This is an optimization exercise on Yosys and OpenROAD, whose aim is small area, a short achievable clock period and few clock cycles, not a production implementation. Function was checked by simulation only, so behaviour that the tests miss may differ from the original. No driver is modelled on the clock port, so clock power and skew are understated where the tree is cut down; a real chip needs a root buffer or a tree. Power is estimated from default activity; no workload was simulated.

## run A
==> flow/design.v (excerpt) <==
module krobots_alu (
    input  wire        clk,
    input  wire        rst,
    input  wire        in_valid,
    output wire        in_ready,
    input  wire [5:0]  in_op,
    input  wire [15:0] in_a,
    input  wire [15:0] in_b,
    input  wire [15:0] in_flags,
    output reg         out_valid,
    output reg  [15:0] out_result,
    output reg  [1:0]  out_dest,
    output reg         out_taken,
    output reg         out_fault
);
Size in the first run: ~1,900 cells after synthesis, roughly 79 I/O pins.
==> flow/config.mk <==
export PLATFORM = sky130hd
export DESIGN_NAME = krobots_alu
export DESIGN_NICKNAME = krobots_alu
export VERILOG_FILES = /design/flow/design.v
export SDC_FILE = /design/flow/constraint.sdc
export NUM_CORES = 4
export LEC_CHECK = 0
export CAP_MARGIN = 20
export CORE_MARGIN = 2
export CORE_UTILIZATION = 40
export SLEW_MARGIN = 20
==> flow/constraint.sdc <==
create_clock -name core_clock -period 42.0 [get_ports {clk}]
set_input_delay 8.4000 -clock core_clock [delete_from_list [all_inputs] [get_ports {clk}]]
set_output_delay 8.4000 -clock core_clock [all_outputs]
set_load 0.01 [all_outputs]
standard.sh (not shown) runs the stock make flow with config.mk's settings and CLKGATE_MAP_FILE= SYNTH_SCRIPT=/design/flow/synth_recipe.tcl, a recipe that flattens the netlist after the stock synthesis.
==> flow/flow/run.sh <==
#!/bin/bash
# Standard layout, with repair_timing asked to leave setup slack of at least
# MARGIN ns at the design's clock period (so it sizes the critical paths),
# small plain buffers on the ports, and synthesis's buffers removed before
# placement (repair_design buffers what needs it).
set -euo pipefail
MARGIN=32.6
bash standard.sh SETUP_SLACK_MARGIN=$MARGIN \
  "BUFFER_PORTS_ARGS=-buffer_cell sky130_fd_sc_hd__buf_1" \
  GPL_TIMING_DRIVEN=0 REMOVE_ABC_BUFFERS=1 \
  "CTS_BUF_LIST=sky130_fd_sc_hd__clkbuf_4 sky130_fd_sc_hd__clkbuf_8" finish > standard_make.log 2>&1
Testbench counts of run A, summed over its fixed seeds: cycles 36,227.
#### Input delta (run B over run A)
==> flow/flow/run.sh <==
#!/bin/bash
# Standard layout, with repair_timing asked to leave setup slack of at least
# MARGIN ns at the design's clock period (so it sizes the critical paths),
# and small plain buffers on the ports.
set -euo pipefail
MARGIN=32.6
bash standard.sh SETUP_SLACK_MARGIN=$MARGIN \
  "BUFFER_PORTS_ARGS=-buffer_cell sky130_fd_sc_hd__buf_1" \
  GPL_TIMING_DRIVEN=0 finish > standard_make.log 2>&1
==> results.txt <==
- Between run A and run B, the flow reports routed length per instance increasing by a few percent.
- Diff run A..run B | synthesized area | unchanged
- Side by side, global-route usage turned out higher in run B than in run A.
#### Input delta (run C over run B)
==> flow/flow/run.sh <==
#!/bin/bash
# Standard layout, with repair_timing asked to leave setup slack of at least
# MARGIN ns at the design's clock period (so it sizes the critical paths),
# small plain buffers on the ports, and synthesis's buffers removed before
# placement (repair_design buffers what needs it).
set -euo pipefail
MARGIN=32.6
bash standard.sh SETUP_SLACK_MARGIN=$MARGIN \
  "BUFFER_PORTS_ARGS=-buffer_cell sky130_fd_sc_hd__buf_1" \
  GPL_TIMING_DRIVEN=0 REMOVE_ABC_BUFFERS=1 finish > standard_make.log 2>&1
Results
- Vias: run C fewer than run B
- Re die outline area: no difference whatsoever between run C and run B.
- The higher time the final worst path needs with I/O delays and setup of run C and run B is in run C.
- Post-route standard cell area excluding fillers shrinks slightly when moving from run B to run C.

========
krobots_alu again, from the RTL that the note above started with.
Settings: LEC_CHECK=0, CAP_MARGIN=20, CORE_MARGIN=2, CORE_UTILIZATION=40, SLEW_MARGIN=20; clock period 42.0 ns.
==> flow/flow/run.sh <==
#!/bin/bash
# Standard layout, with repair_timing asked to leave setup slack of at least
# MARGIN ns at the design's clock period (so it sizes the critical paths),
# small plain buffers on the ports, synthesis's buffers removed before
# placement (repair_design buffers what needs it), and the clock tree that
# CTS builds replaced by one level of buffers (flow/flat_clock.tcl).
set -euo pipefail
MARGIN=32.7
export POST_CTS_TCL="$(pwd)/flow/flat_clock.tcl"
bash standard.sh SETUP_SLACK_MARGIN=$MARGIN \
  "BUFFER_PORTS_ARGS=-buffer_cell sky130_fd_sc_hd__buf_1" \
  GPL_TIMING_DRIVEN=0 REMOVE_ABC_BUFFERS=1 CORE_UTILIZATION=60 \
  CAP_MARGIN=5 SLEW_MARGIN=5 finish > standard_make.log 2>&1
Other scripts of this flow, unchanged in this note and not shown: flow/flow/flat_clock.tcl
Testbench counts at the start, summed over its fixed seeds: cycles 36,227.
==> next run, changes <==
--- a/flow/flow/run.sh
+++ b/flow/flow/run.sh
@@ -8 +8 @@
-MARGIN=32.7
+MARGIN=32.6
@@ -12 +12 @@
-  GPL_TIMING_DRIVEN=0 REMOVE_ABC_BUFFERS=1 CORE_UTILIZATION=60 \
+  GPL_TIMING_DRIVEN=0 REMOVE_ABC_BUFFERS=1 CORE_UTILIZATION=52 \
Outcome: The new run finished clean; via count shrinks by 1.0%; die area grows by about 15%; final cell count grows by 1.0%; flip-flop and latch count does not change.
==> next run, changes <==
--- a/flow/flow/run.sh
+++ b/flow/flow/run.sh
@@ -8 +8 @@
-MARGIN=32.6
+MARGIN=32.85
@@ -12 +12 @@
-  GPL_TIMING_DRIVEN=0 REMOVE_ABC_BUFFERS=1 CORE_UTILIZATION=52 \
+  GPL_TIMING_DRIVEN=0 REMOVE_ABC_BUFFERS=1 CORE_UTILIZATION=60 \
Effect:
- sequential power barely changes
- synthesized area stays the same
- core utilization rose by 9.0 points
- worst hold slack got worse by 0.023 ns
- die area falls by 13%
- final area increases by 1.2%
- global-route usage went up by 3.2 points
- wire length came out lower by 3.3%
- maximum frequency climbs by 0.37%
==> next run, changes <==
--- a/flow/flow/run.sh
+++ b/flow/flow/run.sh
@@ -8 +8 @@
-MARGIN=32.85
+MARGIN=32.6
=>
- global-route usage is lower by 0.15 points
- utilization went down by 1.1 points
- total power is lower by 1.1%
==> next run, changes <==
--- a/flow/flow/run.sh
+++ b/flow/flow/run.sh
@@ -12 +12 @@
-  GPL_TIMING_DRIVEN=0 REMOVE_ABC_BUFFERS=1 CORE_UTILIZATION=60 \
+  GPL_TIMING_DRIVEN=0 REMOVE_ABC_BUFFERS=1 CORE_UTILIZATION=68 \
Global-route usage went up by 7.3 points.
Critical path depth stays the same.
Routed wire length hardly moves.
Utilization went up by 7.9 points.
Maximum frequency went down slightly.
In every run of this note, the design's own scripts or RTL, not TritonCTS, make the clock network.

========
Starting RTL as in the previous note.
==> flow/config.mk <==
export PLATFORM = sky130hd
export DESIGN_NAME = krobots_alu
export DESIGN_NICKNAME = krobots_alu
export VERILOG_FILES = /design/flow/design.v
export SDC_FILE = /design/flow/constraint.sdc
export NUM_CORES = 4
export LEC_CHECK = 0
export CAP_MARGIN = 20
export CORE_MARGIN = 2
export CORE_UTILIZATION = 40
export SLEW_MARGIN = 20
==> flow/constraint.sdc <==
create_clock -name core_clock -period 42.0 [get_ports {clk}]
set_input_delay 8.4000 -clock core_clock [delete_from_list [all_inputs] [get_ports {clk}]]
set_output_delay 8.4000 -clock core_clock [all_outputs]
set_load 0.01 [all_outputs]
==> flow/flow/run.sh <==
#!/bin/bash
# Standard layout, with repair_timing asked to leave setup slack of at least
# MARGIN ns at the design's clock period (so it sizes the critical paths).
set -euo pipefail
MARGIN=32.6
bash standard.sh SETUP_SLACK_MARGIN=$MARGIN finish > standard_make.log 2>&1
Testbench counts at the start, summed over its fixed seeds: cycles 36,227.
==> next run, changes <==
==> flow/flow/run.sh (replaced) <==
#!/bin/bash
# Standard layout, with repair_timing asked to leave setup slack of at least
# MARGIN ns at the design's clock period (so it sizes the critical paths),
# small plain buffers on the ports, and synthesis's buffers removed before
# placement (repair_design buffers what needs it).
set -euo pipefail
MARGIN=32.6
bash standard.sh SETUP_SLACK_MARGIN=$MARGIN \
  "BUFFER_PORTS_ARGS=-buffer_cell sky130_fd_sc_hd__buf_1" \
  GPL_TIMING_DRIVEN=0 REMOVE_ABC_BUFFERS=1 CORE_UTILIZATION=60 finish > standard_make.log 2>&1
Utilization came out higher by 19 points.
Synthesized cell count is unchanged.
Count of clock-buffer cells in the layout came out higher by 1.
Cell count came out lower by a little under a tenth.
Via count came out higher by a few percent.
Setup slack gets better by 0.012 ns.
Total power came out lower by a few percent.
Non-clock buffer count came out lower by 41.
Final area came out lower by a few percent.
==> next run, changes <==
--- a/flow/flow/run.sh
+++ b/flow/flow/run.sh
@@ -7 +7 @@
-MARGIN=32.6
+MARGIN=32.8
What happened:
- utilization rises by 1.2 points
- fmax rises by 1.2%
- cell area rises by 1.8%
- register-to-register slack got worse by 0.02 ns
- combinational power rises by about 2%
- via count rises by 0.82%

========
Starting RTL as in the previous note.
export LEC_CHECK = 0
export CAP_MARGIN = 20
export CORE_MARGIN = 2
export CORE_UTILIZATION = 40
export SLEW_MARGIN = 20
create_clock -name core_clock -period 42.0 [get_ports {clk}]
==> flow/flow/run.sh <==
#!/bin/bash
# Standard layout, with repair_timing asked to leave setup slack of at least
# MARGIN ns at the design's clock period (so it sizes the critical paths),
# small plain buffers on the ports, and synthesis's buffers removed before
# placement (repair_design buffers what needs it).
set -euo pipefail
MARGIN=32.6
bash standard.sh SETUP_SLACK_MARGIN=$MARGIN \
  "BUFFER_PORTS_ARGS=-buffer_cell sky130_fd_sc_hd__buf_1" \
  GPL_TIMING_DRIVEN=0 REMOVE_ABC_BUFFERS=1 CORE_UTILIZATION=60 CAP_MARGIN=5 SLEW_MARGIN=5 finish > standard_make.log 2>&1
Testbench counts at the start, summed over its fixed seeds: cycles 36,227.
Change:
==> flow/run.sh (new file) <==
#!/bin/bash
# synth_recipe.tcl (not shown) runs the flow's synth.tcl, then flattens the netlist and writes it again
# the make line also repeats each setting of config.mk as NAME=value (left out here)
make -C /OpenROAD-flow-scripts/flow DESIGN_CONFIG=/design/flow/config.mk WORK_HOME=/design/flow/orfs CLKGATE_MAP_FILE= SYNTH_SCRIPT=/design/flow/synth_recipe.tcl finish
removed: flow/flow/run.sh
removed: flow/standard.sh
After rerunning:
- The changed run finished with timing, DRC and antenna clean
- core utilization decreases by 19 points
- sequential cell count is unchanged
- non-clock buffer count increases by 45
- first-iteration DRC count decreases by 18%
- synthesized cell count does not change
- routed wire length increases by 3.7%
- maximum frequency decreases by 4.1%
- clock power increases by 7.8%
- critical path depth stays the same
- synthesized area stays the same
- power increases by 6.4%

==> static timing again, ports no longer ideal <==
The results above use ideal ports. As a check the final layouts listed here were re-extracted and re-timed, cells and wires unchanged. Step 1 sets driving cells, clkbuf_16 on the clock port and buf_2 on the other inputs (assumed; they add their load-dependent delay and slew). Step 2 times the ports against the registers' clock, not the clock port: input delays grow and output delays shrink by t, the midpoint of the rising clock arrivals with the driver on. Three values: no drivers, after step 1, after step 2; two values: the first two.
run | shift t [ns] | slack for setup (ns) | hold WS [ns] | worst slew at a driven data input, ns
run A | 0.486 | 32.566 / 32.513 / 32.516 | 0.491 / 0.491 / 0.491 | 0.04
run B | 0.412 | 32.636 / 32.583 / 32.439 | 0.506 / 0.506 / 0.506 | 0.04
run C | 0.438 | 32.600 / 32.544 / 32.511 | 0.487 / 0.487 / 0.487 | 0.04
the first run of note 2 | 0.258 | 32.760 / 32.784 / 32.582 | 0.479 / 0.479 / 0.479 | 0.06
the second run of note 2 | 0.266 | 32.741 / 32.727 / 32.562 | 0.501 / 0.501 / 0.501 | 0.05
the third run of note 2 | 0.260 | 32.775 / 32.838 / 32.578 | 0.478 / 0.478 / 0.478 | 0.05
the fourth run of note 2 | 0.260 | 32.760 / 32.678 / 32.580 | 0.479 / 0.479 / 0.479 | 0.05
the fifth run of note 2 | 0.266 | 32.660 / 32.709 / 32.471 | 0.497 / 0.497 / 0.497 | 0.05
the first run of note 3 | 0.418 | 32.634 / 32.581 / 32.305 | 0.489 / 0.489 / 0.489 | 0.04
the second run of note 3 | 0.413 | 32.647 / 32.598 / 32.484 | 0.481 / 0.481 / 0.481 | 0.05
the third run of note 3 | 0.414 | 32.756 / 32.708 / 32.509 | 0.481 / 0.481 / 0.481 | 0.06
the first run of note 4 | 0.411 | 32.635 / 32.586 / 32.476 | 0.481 / 0.481 / 0.481 | 0.05
the second run of note 4 | 0.418 | 32.239 / 32.185 / 32.090 | 0.488 / 0.488 / 0.488 | 0.04
After both steps every run listed still meets setup and hold. For the first run of note 3, which loses most, drivers alone change the setup slack by -0.053 ns; drivers and shift together by -0.329 ns.
